What follows belongs to an exercise in optimizing a design on an open flow for small area and few clock cycles; a production flow would make more cautious choices. Function was checked by simulation only, so behaviour that the tests miss may differ from the original. Power and IR drop assume default switching activity.

Setup of alpha:
// mulaw_dec
module mulaw_dec (
    input  wire        clk,
    input  wire        rst,
    input  wire        bus_req,
    input  wire        bus_we,
    input  wire [7:0]  bus_addr,
    input  wire [1:0]  bus_size,
    input  wire [31:0] bus_wdata,
    output wire        bus_ack,
    output reg  [31:0] bus_rdata,
    output wire        bus_err,
    output wire        src_req_valid,
    input  wire        src_req_ready,
    output wire [32:0] src_req_pos,
    output wire [10:0] src_req_len,
    input  wire        src_ans_valid,
    input  wire [1:0]  src_ans_kind,
    input  wire [7:0]  src_ans_data,
    output wire        src_ans_ready,
    output wire        pcm_en,
    output wire        pcm_we,
    output wire [11:0] pcm_addr,
    output wire [15:0] pcm_wdata,
    input  wire [15:0] pcm_rdata
);
Size: roughly 69 flip-flops, about 180 I/O pins, about 0.0073 sq mm of cells after synthesis.
==> flow/config.mk <==
export PLATFORM = sky130hd
export DESIGN_NAME = mulaw_dec
export DESIGN_NICKNAME = mulaw_dec
export VERILOG_FILES = /design/flow/design.v
export SDC_FILE = /design/flow/constraint.sdc
export NUM_CORES = 4
export LEC_CHECK = 0
export CAP_MARGIN = 0
export CORE_MARGIN = 2
export CORE_UTILIZATION = 55
export GPL_TIMING_DRIVEN = 0
export SLEW_MARGIN = 0
==> flow/constraint.sdc <==
create_clock -name core_clock -period 10.0 [get_ports {clk}]
set_input_delay 2.0000 -clock core_clock [delete_from_list [all_inputs] [get_ports {clk}]]
set_output_delay 2.0000 -clock core_clock [all_outputs]
set_load 0.01 [all_outputs]
standard.sh (not shown) runs the stock make flow with config.mk's settings and CLKGATE_MAP_FILE= SYNTH_SCRIPT=/design/flow/synth_recipe.tcl, a recipe that flattens the netlist after the stock synthesis.
==> flow/flow/run.sh <==
#!/bin/bash
# The standard layout, with each port buffered by the smallest buffer cell and
# a clock tree of fewer, larger sink clusters without dummy loads.
set -euo pipefail
bash standard.sh \
  "BUFFER_PORTS_ARGS=-buffer_cell sky130_fd_sc_hd__buf_1" \
  "CTS_ARGS=-sink_clustering_enable -repair_clock_nets -sink_clustering_size 30 -sink_clustering_max_diameter 100 -buf_list sky130_fd_sc_hd__clkbuf_8 -dont_use_dummy_load" \
  finish > standard_flow.log 2>&1
Both conditions hold for alpha: the flow ran to the end and the final layout passed the timing, DRC and antenna checks.
Testbench counts of alpha, summed over its fixed seeds: cycles 198,978.
Inputs modified between alpha and beta:
Settings: a change of SLEW_MARGIN from 0 to 20; a deleted GPL_TIMING_DRIVEN that had been 0; a change of CAP_MARGIN from 0 to 20.
==> flow/flow/run.sh <==
#!/bin/bash
# The standard layout, with each port buffered by the smallest buffer cell and
# a clock tree of a few large sink clusters without dummy loads.
set -euo pipefail
bash standard.sh \
  "BUFFER_PORTS_ARGS=-buffer_cell sky130_fd_sc_hd__buf_1" \
  "CTS_ARGS=-sink_clustering_enable -repair_clock_nets -sink_clustering_size 40 -sink_clustering_max_diameter 300 -buf_list sky130_fd_sc_hd__clkbuf_16 -dont_use_dummy_load" \
  finish > standard_flow.log 2>&1
==> comparison <==
Delta(minimum period implied by the final worst setup slack, beta - alpha) < 0. From alpha to beta the numbers moved as follows: worst setup slack up 0.033 ns, clock input transition at the sequential cells of the worst setup and hold paths -0.02 ns. Compared to alpha, beta leaves more free space in the core.
The following lists how gamma was set up differently from beta:
==> flow/flow/run.sh <==
#!/bin/bash
# The standard layout, with each port buffered by the smallest buffer cell,
# a clock tree without dummy loads, and downsizing of gates off the critical
# paths after global routing.
set -euo pipefail
bash standard.sh \
  "BUFFER_PORTS_ARGS=-buffer_cell sky130_fd_sc_hd__buf_1" \
  "CTS_ARGS=-sink_clustering_enable -repair_clock_nets -sink_clustering_size 30 -sink_clustering_max_diameter 100 -buf_list sky130_fd_sc_hd__clkbuf_8 -dont_use_dummy_load" \
  "RECOVER_POWER=100" \
  finish > standard_flow.log 2>&1
--- outcome ---
Completing all stages was not enough for gamma: its layout failed the final checks because of max-capacitance violations, max-slew violations. Going from beta to gamma, number of maximum-capacitance constraint violations grows by 1. Note that the clock power recorded for gamma amounts to 0.68 times the value seen in beta. Diff gamma..beta | routed wire length | negligible. Signed area change from the synthesized netlist to the final layout is lower on gamma. Against beta, gamma comes in 0.0093 ns higher on clock skew. The clock network power share in gamma sits 8.9 points below the value recorded for beta. Met2 track demand over resource: beta vs gamma — no meaningful difference. Setup slack of the most critical reg-to-reg path on gamma is down relative to beta. NOTE final instance area beta->gamma decreased slightly. Cmp beta and gamma / vias after detailed routing / higher: beta. According to the power report, total power for gamma is lower than for beta.
--- input diff gamma..delta ---
Settings: changing SLEW_MARGIN from 20 to 0; changing CAP_MARGIN from 20 to 0.
==> flow/flow/run.sh <==
#!/bin/bash
# The standard layout, with each port buffered by the smallest buffer cell and
# a clock tree of fewer, larger sink clusters without dummy loads.
set -euo pipefail
bash standard.sh \
  "BUFFER_PORTS_ARGS=-buffer_cell sky130_fd_sc_hd__buf_1" \
  "CTS_ARGS=-sink_clustering_enable -repair_clock_nets -sink_clustering_size 30 -sink_clustering_max_diameter 100 -buf_list sky130_fd_sc_hd__clkbuf_4 -root_buf sky130_fd_sc_hd__clkbuf_8 -dont_use_dummy_load" \
  finish > standard_flow.log 2>&1
### Flow results
Power after layout: delta vs gamma, no meaningful difference. delta vs gamma — maximum clock frequency climbed by a little under 10%. delta ends up with a number of max-cap violations that is 1 lower than in gamma. Worst ir drop on vdd delta (delta -> gamma): insignificant. delta finished all stages; the layout is clean.
Input-level comparison between epsilon and delta:
Settings: changing SLEW_MARGIN from 0 to 20; changing CORE_UTILIZATION from 55 to 65; changing CAP_MARGIN from 0 to 20.
==> flow/flow/run.sh <==
#!/bin/bash
# The standard layout, with each port buffered by the smallest buffer cell and
# a clock tree of fewer, larger sink clusters without dummy loads.
set -euo pipefail
bash standard.sh \
  "BUFFER_PORTS_ARGS=-buffer_cell sky130_fd_sc_hd__buf_1" \
  "CTS_ARGS=-sink_clustering_enable -repair_clock_nets -sink_clustering_size 30 -sink_clustering_max_diameter 100 -buf_list sky130_fd_sc_hd__clkbuf_8 -dont_use_dummy_load" \
  finish > standard_flow.log 2>&1
Notes after the runs:
Routed wire length delta (epsilon − delta): favourable. delta → epsilon: portion of the layout cell area used by non-clock buffers has remained practically unchanged, setup slack of the critical path after layout fell by 0.0087 ns, power share of the combinational group rose 0.2 points, internal power of the cells saw little to no change, final critical delay including setup and external delays higher. Compared to delta, epsilon has cell area 0.58% lower. Static leakage power: delta vs epsilon — no meaningful difference. Between epsilon and delta, the combinational group power figures differ only marginally. epsilon and delta ended up with nearly the same biggest cell delay along the critical path. epsilon reports a lower first-pass GRT wire length than delta does.

mulaw_dec again, from the RTL that the note above started with.
clock: 10.0 ns
lec_check: 0
cap_margin: 20
core_margin: 2
core_utilization: 55
cts_buf_list: sky130_fd_sc_hd__clkbuf_8
slew_margin: 20
==> flow/flow/run.sh <==
#!/bin/bash
# The standard layout, with each port buffered by the smallest buffer cell.
set -euo pipefail
bash standard.sh "BUFFER_PORTS_ARGS=-buffer_cell sky130_fd_sc_hd__buf_1" finish > standard_flow.log 2>&1
Testbench counts at the start, summed over its fixed seeds: cycles 198,978.
==> next run, changes <==
==> flow/run.sh (new file) <==
#!/bin/bash
# synth_recipe.tcl (not shown) runs the flow's synth.tcl, then flattens the netlist and writes it again
# the make line also repeats each setting of config.mk as NAME=value (left out here)
make -C /OpenROAD-flow-scripts/flow DESIGN_CONFIG=/design/flow/config.mk WORK_HOME=/design/flow/orfs CLKGATE_MAP_FILE= SYNTH_SCRIPT=/design/flow/synth_recipe.tcl finish
CORE_UTILIZATION = 40   (was 55)
CTS_BUF_LIST = default   (was sky130_fd_sc_hd__clkbuf_8)
removed: flow/flow/run.sh
removed: flow/standard.sh
Result:
- The new run ran to the end with no violations
- worst setup slack degrades by 0.84 ns
- routed wire length went up by 16%
- final cell count went up by 4.4%
- synthesized area does not change
- non-clock buffer count went up by 2
- count of clock-buffer cells in the layout went up by 1
- fmax went down by 10%
==> next run, changes <==
==> flow/flow/run.sh (new file) <==
#!/bin/bash
# The standard layout, with each port buffered by the smallest buffer cell and
# a clock tree of fewer, larger sink clusters without dummy loads.
set -euo pipefail
bash standard.sh \
  "BUFFER_PORTS_ARGS=-buffer_cell sky130_fd_sc_hd__buf_1" \
  "CTS_ARGS=-sink_clustering_enable -repair_clock_nets -sink_clustering_size 30 -sink_clustering_max_diameter 100 -buf_list sky130_fd_sc_hd__clkbuf_8 -dont_use_dummy_load" \
  finish > standard_flow.log 2>&1
==> flow/standard.sh (new file) <==
#!/bin/bash
# synth_recipe.tcl (not shown) runs the flow's synth.tcl, then flattens the netlist and writes it again
# the make line also repeats each setting of config.mk as NAME=value (left out here)
make -C /OpenROAD-flow-scripts/flow DESIGN_CONFIG=/design/flow/config.mk WORK_HOME=/design/flow/orfs CLKGATE_MAP_FILE= SYNTH_SCRIPT=/design/flow/synth_recipe.tcl "${@:-finish}"
CORE_UTILIZATION = 55   (was 40)
removed: flow/run.sh
Result:
- The new run went through all stages and came out clean
- global-route usage goes up by 5.7 points
- sequential power is about the same
- routed wire length decreases by 14%
- sequential share of layout area grows by 2.5 points
- final cell count falls by 4.7%
- die area came out lower by 27%
- flip-flop and latch count does not change
- hold slack gets better by 0.0092 ns
- setup slack is better by 0.86 ns
- cell area shrinks by 15%

==> afterwards: timing with drivers on the ports <==
Ports are ideal in the flow. The routed layouts listed here were re-timed in OpenROAD.
Step 1, drivers: a clkbuf_16 drives clk and a buf_2 each remaining input, both assumed.
Step 2 adds t to the input delays and takes it off the output delays; t is the mean of the earliest and latest rising clock arrival at the registers after step 1. Input paths then give back, and output paths get back, about the clock's delay inside the block.
Slacks: ideal / step 1 / step 2; pairs: ideal / step 1.
run	t (ns)	setup WS [ns]	latest minus earliest clock arrival (ns)	worst register clock-pin slew, ns
alpha	0.390	2.661 / 2.634 / 2.634	0.018 / 0.018	0.08 / 0.08
beta	0.379	2.693 / 2.668 / 2.668	0.016 / 0.017	0.06 / 0.06
gamma	0.394	2.111 / 2.072 / 2.143	0.026 / 0.026	0.09 / 0.09
delta	0.392	2.703 / 2.678 / 2.678	0.025 / 0.024	0.09 / 0.09
epsilon	0.383	2.694 / 2.666 / 2.666	0.017 / 0.017	0.08 / 0.08
the first run of note 2	0.402	2.683 / 2.658 / 2.658	0.008 / 0.008	0.09 / 0.09
the second run of note 2	0.397	1.846 / 1.826 / 1.826	0.011 / 0.011	0.07 / 0.07
the third run of note 2	0.392	2.703 / 2.678 / 2.678	0.025 / 0.024	0.09 / 0.09
For epsilon, which loses most, drivers alone change the setup slack by -0.028 ns; drivers and shift together by -0.028 ns.
